This design comes from an exercise in tuning for small area, a short achievable clock period and few clock cycles on the open sky130 flow, not from production work. Function was checked by simulation only, so behaviour that the tests miss may differ from the original. Power is estimated from default activity; no workload was simulated.

## build 49
// oac_core
module oac_core (
    input  wire        clk,
    input  wire        rst,           
    input  wire [31:0] stack_init,    
    output reg         mem_req,
    output reg         mem_we,
    output reg  [6:0]  mem_addr,
    output wire [31:0] mem_wdata,
    input  wire        mem_ready,
    input  wire [31:0] mem_rdata,
    output wire        halted,
    output wire        faulted,
    output reg  [2:0]  fault_kind,
    output wire [31:0] fault_value,
    output wire [31:0] fault_addr,
    input  wire [3:0]  dbg_idx,
    output wire [31:0] dbg_data
);
    localparam [2:0] K_OOB = 3'd2, K_OVERFLOW = 3'd3, K_UNDERFLOW = 3'd4, K_BADREG = 3'd5;
    localparam [3:0] S_F    = 4'd0,  S_O1   = 4'd1,  S_O2   = 4'd2,  S_O3   = 4'd3;
    localparam [3:0] S_SAVE = 4'd4,  S_M1   = 4'd5,  S_MRD  = 4'd6,  S_MWR  = 4'd7;
    localparam [3:0] S_PUSH = 4'd8,  S_POP1 = 4'd9,  S_POP2 = 4'd10, S_FV   = 4'd11;
    localparam [3:0] S_EXW  = 4'd12, S_FIX  = 4'd13, S_HALT = 4'd14, S_FAULT = 4'd15;
    localparam [1:0] X_NONE = 2'd0, X_ALU = 2'd1, X_INC8 = 2'd2, X_DEC8 = 2'd3;
    reg [3:0]  state;
    reg [31:0] r0, r1, r2, r3, fl, sb, st;
    reg [31:0] t;
    reg [7:0]  pc;          
    reg        tk;          
    reg [6:0]  a;           
    reg [6:0]  m7;          
    reg [4:0]  opc;         
    reg        c_sub, c_mov, c_inc;    
    reg [3:0]  ridx;        
    reg [1:0]  exk;         
    reg        ffetch;      
    reg [1:0]  fph;         
    reg        fvinc;       
  ...
For scale: ~310 flip-flops, about 210 I/O pins.
clock: 12.0 ns
lec_check: 0
cap_margin: 20
core_margin: 2
core_utilization: 40
cts_buf_list: sky130_fd_sc_hd__clkbuf_8
cts_cluster_size: 20
setup_slack_margin: 5
slew_margin: 20
tns_end_percent: 0
standard.sh (not shown) runs the stock make flow with config.mk's settings and CLKGATE_MAP_FILE= SYNTH_SCRIPT=/design/flow/synth_recipe.tcl, a recipe that flattens the netlist after the stock synthesis.
==> flow/flow/run.sh <==
#!/bin/bash
# Standard layout, with plain buf_1 cells as the port buffers (ORFS otherwise
# picks clkdlybuf4s50_1, a slow delay cell), and timing repair aiming at a setup slack of 8 ns. Each ORFS step keeps its
# own log under orfs/logs; make's output goes to flow_make.log.
set -euo pipefail
bash standard.sh "BUFFER_PORTS_ARGS=-buffer_cell sky130_fd_sc_hd__buf_1" "SETUP_SLACK_MARGIN=8" finish > flow_make.log 2>&1
Testbench counts of build 49, summed over its fixed seeds: cycles 40,193.
The following lists how build 72 was set up differently from build 49:
==> flow/flow/run.sh <==
#!/bin/bash
# Standard layout, with plain buf_1 cells as the port buffers (ORFS otherwise
# picks clkdlybuf4s50_1, a slow delay cell), and timing repair aiming at a setup slack of 6 ns. Each ORFS step keeps its
# own log under orfs/logs; make's output goes to flow_make.log.
set -euo pipefail
bash standard.sh "BUFFER_PORTS_ARGS=-buffer_cell sky130_fd_sc_hd__buf_1" "SETUP_SLACK_MARGIN=6" finish > flow_make.log 2>&1
==> comparison <==
- Sort build 72 and build 49 by critical path depth, descending, and build 72 comes first.
- In the flow results for build 72 and build 49, the sequential share of layout area is larger on build 49.
- Between build 72 and build 49, layout overhead on the synthesized area is lower for build 49, build 72 comes in above that.
- Reported for build 72 and build 49, number of placed I/O pins turned out identical to the last digit.
- Launch point of the worst path = dbg_idx[2]: build 72; launch point of the worst path = dbg_idx[1]: build 49
- Power drawn by the sequential cells: build 49 vs build 72, no meaningful difference
- As far as initial antenna violation count goes, build 49 and build 72 are indistinguishable; the numbers are identical.
- Count of instances resized after the clock tree is built of build 72 exceeds that of build 49 by more than 10%.
- Re global-route usage: build 72 is 0.71 points up on build 49.
- In the metrics for build 72 and build 49, the one carrying the lower length in cells of the worst reg-to-reg path is build 72.
For build 31, these inputs were changed with respect to build 72:
==> flow/flow/run.sh <==
#!/bin/bash
# Standard layout, with plain buf_1 cells as the port buffers (ORFS otherwise
# picks clkdlybuf4s50_1, a slow delay cell), and timing repair aiming at a setup slack of 7 ns. Each ORFS step keeps its
# own log under orfs/logs; make's output goes to flow_make.log.
set -euo pipefail
bash standard.sh "BUFFER_PORTS_ARGS=-buffer_cell sky130_fd_sc_hd__buf_1" "SETUP_SLACK_MARGIN=7" finish > flow_make.log 2>&1
Findings:
- Having completed the whole flow, build 31 delivered a layout that passed the timing, design-rule and antenna checks.
- STATUS wire length: build 31 wins against build 72
- Compared with build 72, build 31 shows a share of total power consumed by net switching that is 0.46 points higher.
- Diff build 31..build 72 | netlist area before placement | unchanged
- When build 31 is measured against build 72, its sum of met2 wire segment lengths after detailed routing turns out 2200 um lower.
- Register-to-register slack for build 31: 50 ps up relative to build 72
- Build 31 consumes less power than build 72 does.
- On proportion of power drawn by the clock network: between build 31 and build 72, it ends up higher for build 72.
- On met2 track utilization from global routing: between build 31 and build 72, it ends up higher for build 72.
- Against build 72, hold slack in build 31 came out better.
- From build 72 to build 31 the numbers moved as follows: final core utilization saw a decrease, global-route track usage on met1 saw a decrease.
For build 2, these inputs were changed with respect to build 31:
- removing CTS_CLUSTER_SIZE (formerly 20)
- removing CTS_BUF_LIST (formerly sky130_fd_sc_hd__clkbuf_8)
- removing TNS_END_PERCENT (formerly 0)
==> flow/flow/run.sh <==
#!/bin/bash
# Standard layout, with plain buf_1 cells as the port buffers (ORFS otherwise
# picks clkdlybuf4s50_1, a slow delay cell). Each ORFS step keeps its own log
# under orfs/logs; make's output goes to flow_make.log.
set -euo pipefail
bash standard.sh "BUFFER_PORTS_ARGS=-buffer_cell sky130_fd_sc_hd__buf_1" finish > flow_make.log 2>&1
### Flow results
The multi-input gate share of total cell area reported for build 2 is greater than that of build 31 by 0.62 points. Taking build 31 as the reference, in build 2 delay of the slowest critical-path stage rose 450 ps, switching power as a share of total power fell 0.82 points. Global-route wire length before repair is lower on build 2. Comparing build 2 and build 31, the higher flip-flop and latch share of the layout cell area is on build 2. Side by side, number of clock buffers in the layout turned out lower in build 2 than in build 31. The number of cells on the worst reg-to-reg path in build 2 is 0.852 times that in build 31. Delta(time the final worst path needs with I/O delays and setup, build 2 - build 31) > 0. Final non-filler cell area in build 2 vs build 31: down 2.5%. Build 31 → build 2: final critical-path share of the clock period moved up, clock power moved up.
Changes in build 43 relative to build 2:
- putting TNS_END_PERCENT at 0 where nothing was set
==> flow/flow/run.sh <==
#!/bin/bash
# Standard layout, with plain buf_1 cells as the port buffers (ORFS otherwise
# picks clkdlybuf4s50_1, a slow delay cell), and timing repair aiming at a setup slack of 6 ns. Each ORFS step keeps its
# own log under orfs/logs; make's output goes to flow_make.log.
set -euo pipefail
bash standard.sh "BUFFER_PORTS_ARGS=-buffer_cell sky130_fd_sc_hd__buf_1" "SETUP_SLACK_MARGIN=6" finish > flow_make.log 2>&1
Results
Build 43 completed every stage of the flow, and the final layout passed the timing, design-rule and antenna checks.
Taking build 2 as the reference, in build 43 global router's overall resource usage climbed 1.3 points; non-clock buffer count in the final layout now sits higher.
Between build 2 and build 43, the difference in final worst hold slack is negligible.
Build 2 -> build 43: multi-input combinational gate total flat
What build 61 does differently from build 43 at the input level:
- putting CTS_BUF_LIST at sky130_fd_sc_hd__clkbuf_4 where nothing was set
==> flow/flow/run.sh <==
#!/bin/bash
# Standard layout, with plain buf_1 cells as the port buffers (ORFS otherwise
# picks clkdlybuf4s50_1, a slow delay cell), and timing repair aiming at a setup slack of 7 ns. Each ORFS step keeps its
# own log under orfs/logs; make's output goes to flow_make.log.
set -euo pipefail
bash standard.sh "BUFFER_PORTS_ARGS=-buffer_cell sky130_fd_sc_hd__buf_1" "SETUP_SLACK_MARGIN=7" finish > flow_make.log 2>&1
==> notes.md <==
Build 61 -> build 43: die area delta 0, exact match
Going from build 43 to build 61, count of clock-net buffers in the final layout grew by about 180%; area share of xor/xnor cells in the synthesized design held steady; count of placed standard cells in the final layout, fillers left out grew by 69; logic depth of the worst path, buffers included shrank by 2.

---

## rev 12
Starting RTL as in the previous note.
==> flow/design.v (excerpt) <==
module oac_core (
    input  wire        clk,
    input  wire        rst,           
    input  wire [31:0] stack_init,    
    output reg         mem_req,
    output reg         mem_we,
    output reg  [6:0]  mem_addr,
    output wire [31:0] mem_wdata,
    input  wire        mem_ready,
    input  wire [31:0] mem_rdata,
    output wire        halted,
    output wire        faulted,
    output reg  [2:0]  fault_kind,
    output wire [31:0] fault_value,
    output wire [31:0] fault_addr,
    input  wire [3:0]  dbg_idx,
    output wire [31:0] dbg_data
);
clock: 12.0 ns
lec_check: 0
cap_margin: 20
core_margin: 2
core_utilization: 40
setup_slack_margin: 5
slew_margin: 20
tns_end_percent: 0
==> flow/flow/run.sh <==
#!/bin/bash
# Standard layout, with plain buf_1 cells as the port buffers (ORFS otherwise
# picks clkdlybuf4s50_1, a slow delay cell), and timing repair aiming at a setup slack of 7 ns. Each ORFS step keeps its
# own log under orfs/logs; make's output goes to flow_make.log.
set -euo pipefail
bash standard.sh "BUFFER_PORTS_ARGS=-buffer_cell sky130_fd_sc_hd__buf_1" "SETUP_SLACK_MARGIN=7" finish > flow_make.log 2>&1
Testbench counts of rev 12, summed over its fixed seeds: cycles 40,193.
diff inputs: rev 12 => rev 13
- ABC_AREA newly set to 1
- CTS_CLUSTER_SIZE newly set to 20
- CTS_BUF_LIST newly set to sky130_fd_sc_hd__clkbuf_8
==> flow/flow/run.sh <==
#!/bin/bash
# Standard layout, with plain buf_1 cells as the port buffers (ORFS otherwise
# picks clkdlybuf4s50_1, a slow delay cell), and timing repair aiming at a setup slack of 6 ns. Each ORFS step keeps its
# own log under orfs/logs; make's output goes to flow_make.log.
set -euo pipefail
bash standard.sh "BUFFER_PORTS_ARGS=-buffer_cell sky130_fd_sc_hd__buf_1" "SETUP_SLACK_MARGIN=6" finish > flow_make.log 2>&1
--- outcome ---
Rev 13 vs rev 12, overall power of the completed layout went up by about 10%. Taking rev 12 as the reference, in rev 13 path depth of the worst reg2reg path grew by 22%, global-route met3 utilization increased by 6.4 points relative to the old numbers, count of placed standard cells in the final layout, fillers left out shows an increase of 934. Comparing rev 12 and rev 13, the lower area fraction in and, or, nand and nor cells after synthesis is on rev 12. Diff rev 12 -> rev 13: smallest setup slack after layout now larger, die outline area now larger.

## separate check: timing with driven ports
The flow's constraints put no driver on any port. The routed layouts listed below were extracted and timed again, unchanged, in two steps.
Step 1, drivers: a clkbuf_16 drives clk and a buf_2 each remaining input, both assumed.
Step 2 also shifts input and output timing later by t, the mid clock arrival at the registers, as if the neighbouring blocks saw the same clock.
Slacks: ideal / step 1 / step 2; pairs: ideal / step 1.
run | t (ns) | setup slack, ns | hold slack, ns | cell pins on the clock port's net
build 49 | 0.744 | 5.600 / 5.559 / 5.041 | 0.463 / 0.463 / 0.463 | 1
build 72 | 0.742 | 5.573 / 5.534 / 4.964 | 0.448 / 0.448 / 0.448 | 1
build 31 | 0.744 | 5.600 / 5.559 / 5.041 | 0.463 / 0.463 / 0.463 | 1
build 2 | 0.639 | 5.040 / 5.017 / 4.821 | 0.449 / 0.449 / 0.449 | 1
build 43 | 0.637 | 5.528 / 5.486 / 5.054 | 0.448 / 0.448 / 0.448 | 1
build 61 | 0.875 | 5.622 / 5.575 / 4.875 | 0.459 / 0.459 / 0.459 | 1
rev 12 | 0.635 | 5.601 / 5.552 / 5.101 | 0.454 / 0.454 / 0.454 | 1
rev 13 | 0.738 | 5.654 / 5.589 / 5.144 | 0.654 / 0.654 / 0.654 | 1
After both steps every run listed still meets setup and hold. The setup slack of build 61, which loses most, moves by -0.047 ns with the drivers and by -0.747 ns with both steps.
